Source: an optimization exercise on an open RTL-to-GDS flow (aim: small area). Production flows keep margins and buffers that such runs may drop. RTL that was checked went through simulation tests only; none was proved equivalent to the original. Power figures rest on the tool's default switching activity, not on a simulated workload.

==> flow/design.v (excerpt) <==
module sfs (
    input  wire        clk,
    input  wire        rst,
    input  wire        s_valid,
    input  wire        s_err,
    input  wire [7:0]  s_data,
    output wire        s_ready,
    output wire        m_valid,
    input  wire        m_ready,
    output reg  [31:0] m_seconds_index,
    output reg  [63:0] m_energy_count,
    output reg  [63:0] m_power,
    output reg  [63:0] m_power_l1,
    output reg  [63:0] m_power_l2,
    output reg  [63:0] m_power_l3,
    output reg  [15:0] m_voltage_l1,
    output reg  [15:0] m_voltage_l2,
    output reg  [15:0] m_voltage_l3,
    input  wire [63:0] ts_in,
    output reg  [63:0] m_timestamp,
    output wire        io_error,
    output wire        diag_valid,
    output reg  [1:0]  diag_reason
);
    localparam [1:0] ST_HUNT   = 2'd0;    
    localparam [1:0] ST_ACC    = 2'd1;
    localparam [1:0] ST_EMIT   = 2'd2;
    localparam [1:0] ST_FAILED = 2'd3;
    localparam [7:0] ESC = 8'h1b;
    reg  [1:0] st;
    reg  [8:0] pos;       
    reg  [2:0] run;       
    reg [15:0] crc;       
    reg [15:0] crc_sv;    
    reg        em_ok;     
    wire take   = s_valid && s_ready;
    wire take_b = take && !s_err;
    wire take_e = take && s_err;
    assign s_ready  = !rst && !st[1];
    assign m_valid  = !rst && (st == ST_EMIT);
    assign io_error = (st == ST_FAILED);
    assign diag_valid = |diag_reason;
    function [15:0] crc16_byte;
        input [15:0] c_in;
        input [7:0]  b;
        integer k;
        reg [15:0] c;
        begin
            c = c_in ^ {8'h00, b};
            for (k = 0; k < 8; k = k + 1)
                c = c[0] ? ((c >> 1) ^ 16'h8408) : (c >> 1);
            crc16_byte = c;
        end
    endfunction
    wire        is_esc   = (s_data == ESC);
    wire        collapse = is_esc && (run == 3'd7);
    wire        trl      = (pos >= 9'd396);
    wire        in_crc   = (pos >= 9'd59) && (pos < 9'd368) && (pos != 9'd365);
    wire [15:0] crc_nx   = in_crc ? crc16_byte(crc, s_data) : crc;
    wire        frame_ok = em_ok && (crc == 16'hf0b8);
    wire wr = take_b && (st == ST_ACC);
    always @(posedge clk) begin
  ...
==> flow/config.mk <==
export PLATFORM = sky130hd
export DESIGN_NAME = sfs
export DESIGN_NICKNAME = sfs
export VERILOG_FILES = /design/flow/design.v
export SDC_FILE = /design/flow/constraint.sdc
export NUM_CORES = 4
export LEC_CHECK = 0
export CAP_MARGIN = 20
export CORE_MARGIN = 2
export CORE_UTILIZATION = 60
export PLACE_DENSITY = 0.7
export SLEW_MARGIN = 20
export SYNTH_MEMORY_MAX_BITS = 8192
==> flow/constraint.sdc <==
create_clock -name core_clock -period 10.0 [get_ports {clk}]
set_input_delay 2.0000 -clock core_clock [delete_from_list [all_inputs] [get_ports {clk}]]
set_output_delay 2.0000 -clock core_clock [all_outputs]
set_load 0.01 [all_outputs]
standard.sh (not shown) runs the stock make flow with config.mk's settings and CLKGATE_MAP_FILE= SYNTH_SCRIPT=/design/flow/synth_recipe.tcl, a recipe that flattens the netlist after the stock synthesis.
==> flow/flow/run.sh <==
#!/bin/bash
# Standard layout, except: the port buffers are the smallest buffer cell
# instead of the one buffer_ports picks by default, and the clock tree is
# built from clkbuf_8 cells with sink clusters of at most 12 flip-flops.
set -euo pipefail
export BUFFER_PORTS_ARGS="-buffer_cell sky130_fd_sc_hd__buf_1"
export CTS_ARGS="-sink_clustering_enable -repair_clock_nets -sink_clustering_size 12 -sink_clustering_max_diameter 50 -buf_list sky130_fd_sc_hd__clkbuf_8"
bash standard.sh > standard.log 2>&1
The starting point went through all stages and came out clean.
Edit:
CORE_UTILIZATION = 40   (was 60)
PLACE_DENSITY = default   (was 0.7)
Outcome:
- The changed run produced a clean layout
- synthesized area does not change
- non-clock buffer count rose by 3
- sequential cell count stays the same
- sequential share of layout area fell by 1.3 points
- hold slack improved by 49 ps
- via count fell by 1.1%
Function was not checked in any run of this note: the RTL went through the layout flow alone.

========
Setup of the reference run:
sfs, a different RTL version from the one above (not shown whole).
For scale: roughly 870 cells after synthesis, ~510 flip-flops, about 550 I/O pins.
==> flow/config.mk <==
export PLATFORM = sky130hd
export DESIGN_NAME = sfs
export DESIGN_NICKNAME = sfs
export VERILOG_FILES = /design/flow/design.v
export SDC_FILE = /design/flow/constraint.sdc
export NUM_CORES = 4
export LEC_CHECK = 0
export CAP_MARGIN = 20
export CORE_MARGIN = 2
export CORE_UTILIZATION = 40
export CTS_BUF_LIST = sky130_fd_sc_hd__clkbuf_4
export SLEW_MARGIN = 20
export SYNTH_MEMORY_MAX_BITS = 8192
==> flow/constraint.sdc <==
create_clock -name core_clock -period 10.0 [get_ports {clk}]
set_input_delay 2.0000 -clock core_clock [delete_from_list [all_inputs] [get_ports {clk}]]
set_output_delay 2.0000 -clock core_clock [all_outputs]
set_load 0.01 [all_outputs]
==> flow/flow/run.sh <==
#!/bin/bash
# Standard layout, except that the port buffers are the smallest buffer
# cell instead of the one buffer_ports picks by default.
set -euo pipefail
export BUFFER_PORTS_ARGS="-buffer_cell sky130_fd_sc_hd__buf_1"
bash standard.sh > standard.log 2>&1
diff inputs: the reference run => the trial run
- CTS_BUF_LIST removed (was sky130_fd_sc_hd__clkbuf_4)
The final layout net count in the trial run was lower than what the reference run gave.
From the reference run to the trial run the numbers moved as follows: worst hold slack shrank by 0.0042 ns; reported net switching power shrank by 34 uW.
Function was not checked in any run of this note: the RTL went through the layout flow alone.

========
sfs, a different RTL version from the one above (not shown whole).
Size in the first run: roughly 510 flip-flops, roughly 550 I/O pins, about 0.017 mm2 of cells after synthesis.
clock: 10.0 ns
lec_check: 0
cap_margin: 20
core_margin: 2
core_utilization: 40
slew_margin: 20
synth_memory_max_bits: 8192
==> flow/flow/run.sh <==
#!/bin/bash
# Standard layout, except: the port buffers are the smallest buffer cell
# instead of the one buffer_ports picks by default, and the clock tree is
# built from clkbuf_8 cells with sink clusters of at most 12 flip-flops.
set -euo pipefail
export BUFFER_PORTS_ARGS="-buffer_cell sky130_fd_sc_hd__buf_1"
export CTS_ARGS="-sink_clustering_enable -repair_clock_nets -sink_clustering_size 12 -sink_clustering_max_diameter 50 -buf_list sky130_fd_sc_hd__clkbuf_8"
bash standard.sh > standard.log 2>&1
The baseline passed the timing, design-rule and antenna checks.
Rerun with:
==> flow/flow/run.sh (replaced) <==
#!/bin/bash
# Standard layout (standard.sh's make command), except:
# - synthesis maps the logic with an area-oriented ABC script (flow/synth.tcl),
# - the port buffers are the smallest buffer cell instead of the one
#   buffer_ports picks by default,
# - the clock tree is built from clkbuf_8 cells with sink clusters of at most
#   16 flip-flops.
set -euo pipefail
here=$(pwd)
export AREA_ABC_SCRIPT=$here/flow/area.script
export BUFFER_PORTS_ARGS="-buffer_cell sky130_fd_sc_hd__buf_1"
export CTS_ARGS="-sink_clustering_enable -repair_clock_nets -sink_clustering_size 16 -sink_clustering_max_diameter 60 -buf_list sky130_fd_sc_hd__clkbuf_8"
sed "s#SYNTH_SCRIPT=[^ ]*#SYNTH_SCRIPT=$here/flow/synth.tcl#" standard.sh > own.sh
grep -q "SYNTH_SCRIPT=$here/flow/synth.tcl" own.sh
bash own.sh > own.log 2>&1
==> flow/flow/area.script (new file) <==
&get -n
&st
&deepsyn -T 20
&dch
&nf -R 1000 -p
&put
==> flow/flow/synth.tcl (new file) <==
# The standard flow's synthesis script (synth_recipe.tcl), with ABC's technology mapping
# run by an area-oriented script (flow/area.script) instead of ORFS's speed
# script, which also buffers and upsizes; the layout repairs drive strength
# later anyway. Registers are mapped before ABC, so they are unchanged.
proc synth {args} { yosys synth -nofsm -noshare {*}$args }
proc abc {args} {
  set i [lsearch $args -script]
  if {$i >= 0} {
    set args [lreplace $args $i [expr {$i + 1}] -script $::env(AREA_ABC_SCRIPT)]
  }
  yosys abc {*}$args
}
source $::env(SCRIPTS_DIR)/synth.tcl
# left out here: clear keep_hierarchy, flatten, clean up, hide names made inside functions, write 1_2_yosys.v
--- a/flow/config.mk
+++ b/flow/config.mk
@@ -8,5 +8,6 @@
 export CAP_MARGIN = 20
 export CORE_MARGIN = 2
-export CORE_UTILIZATION = 40
+export CORE_UTILIZATION = 70
+export PLACE_DENSITY = 0.8
 export SLEW_MARGIN = 20
 export SYNTH_MEMORY_MAX_BITS = 8192
What happened: The new run completed without violations; area after synthesis shrinks by a few percent; clock-buffer cell count shrinks by 18; hold slack gets better by 8.2 ps; routed wire length shrinks by a little under a tenth; total power shrinks by a little under a tenth; sequential share of layout area grows by 2.9 points; core utilization grows by 37 points; final cell count shrinks by roughly a tenth; maximum frequency shrinks by about a fifth.
Rerun with:
==> flow/flow/run.sh (replaced) <==
#!/bin/bash
# Standard layout, except: the port buffers are the smallest buffer cell
# instead of the one buffer_ports picks by default, and the clock tree is
# built from clkbuf_8 cells with sink clusters of at most 12 flip-flops.
set -euo pipefail
export BUFFER_PORTS_ARGS="-buffer_cell sky130_fd_sc_hd__buf_1"
export CTS_ARGS="-sink_clustering_enable -repair_clock_nets -sink_clustering_size 12 -sink_clustering_max_diameter 50 -buf_list sky130_fd_sc_hd__clkbuf_8"
bash standard.sh > standard.log 2>&1
--- a/flow/config.mk
+++ b/flow/config.mk
@@ -8,6 +8,6 @@
 export CAP_MARGIN = 20
 export CORE_MARGIN = 2
-export CORE_UTILIZATION = 70
-export PLACE_DENSITY = 0.8
+export CORE_UTILIZATION = 60
+export PLACE_DENSITY = 0.7
 export SLEW_MARGIN = 20
 export SYNTH_MEMORY_MAX_BITS = 8192
removed: flow/flow/area.script
removed: flow/flow/synth.tcl
After rerunning: Routed wire length came out lower by 0.98%; design area rises by 4.0%; synthesized cell count went up by 11%; clock power increases by about 20%; global-route usage goes down by 8.6 points; setup slack improved by 1200 ps; synthesized area rose by 5.5%; combinational power decreases by about 7%; non-clock buffer count shrinks by 1; clock skew is lower by 20 ps.
Rerun with:
==> flow/flow/run.sh (replaced) <==
#!/bin/bash
# Standard layout (standard.sh's make command), except:
# - synthesis maps the logic with an area-oriented ABC script (flow/synth.tcl),
# - the port buffers are the smallest buffer cell instead of the one
#   buffer_ports picks by default,
# - the clock tree is built from clkbuf_8 cells with sink clusters of at most
#   12 flip-flops.
set -euo pipefail
here=$(pwd)
export AREA_ABC_SCRIPT=$here/flow/area.script
export BUFFER_PORTS_ARGS="-buffer_cell sky130_fd_sc_hd__buf_1"
export CTS_ARGS="-sink_clustering_enable -repair_clock_nets -sink_clustering_size 12 -sink_clustering_max_diameter 50 -buf_list sky130_fd_sc_hd__clkbuf_8"
sed "s#SYNTH_SCRIPT=[^ ]*#SYNTH_SCRIPT=$here/flow/synth.tcl#" standard.sh > own.sh
grep -q "SYNTH_SCRIPT=$here/flow/synth.tcl" own.sh
bash own.sh > own.log 2>&1
==> flow/flow/area.script (new file) <==
&get -n
&st
&deepsyn -T 20
&dch
&nf -R 1000 -p
&put
==> flow/flow/synth.tcl (new file) <==
# The standard flow's synthesis script (synth_recipe.tcl), with ABC's technology mapping
# run by an area-oriented script (flow/area.script) instead of ORFS's speed
# script, which also buffers and upsizes; the layout repairs drive strength
# later anyway. Registers are mapped before ABC, so they are unchanged.
proc synth {args} { yosys synth -nofsm -noshare {*}$args }
proc abc {args} {
  set i [lsearch $args -script]
  if {$i >= 0} {
    set args [lreplace $args $i [expr {$i + 1}] -script $::env(AREA_ABC_SCRIPT)]
  }
  yosys abc {*}$args
}
source $::env(SCRIPTS_DIR)/synth.tcl
# left out here: clear keep_hierarchy, flatten, clean up, hide names made inside functions, write 1_2_yosys.v
--- a/flow/config.mk
+++ b/flow/config.mk
@@ -6,8 +6,8 @@
 export NUM_CORES = 4
 export LEC_CHECK = 0
-export CAP_MARGIN = 20
+export CAP_MARGIN = 0
 export CORE_MARGIN = 2
 export CORE_UTILIZATION = 60
 export PLACE_DENSITY = 0.7
-export SLEW_MARGIN = 20
+export SLEW_MARGIN = 0
 export SYNTH_MEMORY_MAX_BITS = 8192
Outcome:
- design area drops by 2.2%
- critical path depth goes up by 10
- via count drops by 2.6%
- worst setup slack gets worse by 690 ps
- final cell count goes down by 3.3%
- die area came out lower by 5.0%
- power hardly moves
- maximum frequency shrinks by 13%
- non-clock buffer count came out higher by 2

========
Setup of onyx:
Starting RTL as in the previous note.
clock: 10.0 ns
lec_check: 0
cap_margin: 20
core_margin: 2
core_utilization: 70
place_density: 0.8
slew_margin: 20
synth_memory_max_bits: 8192
==> flow/flow/run.sh <==
#!/bin/bash
# Standard layout (standard.sh's make command), except:
# - synthesis maps the logic with an area-oriented ABC script (flow/synth.tcl),
# - the port buffers are the smallest buffer cell instead of the one
#   buffer_ports picks by default,
# - the clock tree is built from clkbuf_8 cells with sink clusters of at most
#   12 flip-flops.
set -euo pipefail
here=$(pwd)
export AREA_ABC_SCRIPT=$here/flow/area.script
export BUFFER_PORTS_ARGS="-buffer_cell sky130_fd_sc_hd__buf_1"
export CTS_ARGS="-sink_clustering_enable -repair_clock_nets -sink_clustering_size 12 -sink_clustering_max_diameter 60 -buf_list sky130_fd_sc_hd__clkbuf_8"
sed "s#SYNTH_SCRIPT=[^ ]*#SYNTH_SCRIPT=$here/flow/synth.tcl#" standard.sh > own.sh
grep -q "SYNTH_SCRIPT=$here/flow/synth.tcl" own.sh
bash own.sh > own.log 2>&1
==> flow/flow/area.script <==
&get -n
&st
&deepsyn -T 20
&dch
&nf -R 1000 -p
&put
==> flow/flow/synth.tcl <==
# The standard flow's synthesis script (synth_recipe.tcl), with ABC's technology mapping
# run by an area-oriented script (flow/area.script) instead of ORFS's speed
# script, which also buffers and upsizes; the layout repairs drive strength
# later anyway. Registers are mapped before ABC, so they are unchanged.
proc synth {args} { yosys synth -nofsm -noshare {*}$args }
proc abc {args} {
  set i [lsearch $args -script]
  if {$i >= 0} {
    set args [lreplace $args $i [expr {$i + 1}] -script $::env(AREA_ABC_SCRIPT)]
  }
  yosys abc {*}$args
}
source $::env(SCRIPTS_DIR)/synth.tcl
# left out here: clear keep_hierarchy, flatten, clean up, hide names made inside functions, write 1_2_yosys.v
Here is what was changed in the inputs of indigo compared with onyx.
Settings: CORE_UTILIZATION now 60, was 70; PLACE_DENSITY now 0.7, was 0.8.
--- a/flow/flow/run.sh
+++ b/flow/flow/run.sh
@@ -12 +12 @@
-export CTS_ARGS="-sink_clustering_enable -repair_clock_nets -sink_clustering_size 12 -sink_clustering_max_diameter 60 -buf_list sky130_fd_sc_hd__clkbuf_8"
+export CTS_ARGS="-sink_clustering_enable -repair_clock_nets -sink_clustering_size 12 -sink_clustering_max_diameter 50 -buf_list sky130_fd_sc_hd__clkbuf_8"
==> comparison <==
- indigo finished every stage and its layout cleared the timing, design-rule and antenna checks.
- Re clock skew: onyx was lower than indigo.
- Diff onyx -> indigo | fraction of area in registers | decrease of 0.22 points
- Post-layout worst setup margin in indigo is 0.070 ns lower than in onyx
- On proportion of total power due to net switching: between onyx and indigo, it ends up lower for onyx.
- Relative to onyx, the count of non-CTS buffers in the layout of indigo is lower by 3.
- met5 as the highest metal layer used by the detailed router was reported by onyx, and met4 by indigo.
- For power share of the combinational group, onyx and indigo come out practically identical.
- Count of filler cells inserted in the layout came out higher on indigo than on onyx.

==> separate check: timing with driven ports <==
How much do the figures lean on ideal ports? The routed layouts below were timed once more, with nothing changed but the port constraints.
Step 1 assumes that a clkbuf_16 drives the clock port and a buf_2 every other input.
Step 2 also shifts input and output timing later by t, the mid clock arrival at the registers, as if the neighbouring blocks saw the same clock.
a / b / c = ideal ports / drivers / drivers and shift; a / b = the first two.
run	t (ns)	setup slack, ns	hold slack, ns	slew at the worst register clock pin (ns)
the first run of note 1	0.611	5.080 / 5.107 / 4.497	0.475 / 0.475 / 0.475	0.09 / 0.09
the second run of note 1	0.703	5.153 / 5.184 / 4.481	0.523 / 0.523 / 0.523	0.08 / 0.08
the reference run	0.994	5.115 / 5.089 / 4.787	0.533 / 0.533 / 0.533	0.08 / 0.08
the trial run	0.640	5.108 / 5.082 / 4.801	0.529 / 0.529 / 0.529	0.06 / 0.06
the first run of note 3	0.690	5.079 / 5.046 / 4.448	0.473 / 0.473 / 0.473	0.09 / 0.09
the second run of note 3	0.609	4.106 / 4.110 / 3.501	0.481 / 0.481 / 0.481	0.11 / 0.11
the third run of note 3	0.636	5.344 / 5.323 / 4.821	0.475 / 0.475 / 0.475	0.09 / 0.09
the fourth run of note 3	0.631	4.651 / 4.676 / 4.045	0.476 / 0.476 / 0.476	0.09 / 0.09
onyx	0.633	4.087 / 4.100 / 3.467	0.478 / 0.478 / 0.478	0.09 / 0.09
indigo	0.629	4.016 / 4.040 / 3.411	0.474 / 0.474 / 0.474	0.09 / 0.09
After both steps setup and hold are still met in every run listed. The setup slack of the second run of note 1, which loses most, moves by +0.031 ns with the drivers and by -0.672 ns with both steps.
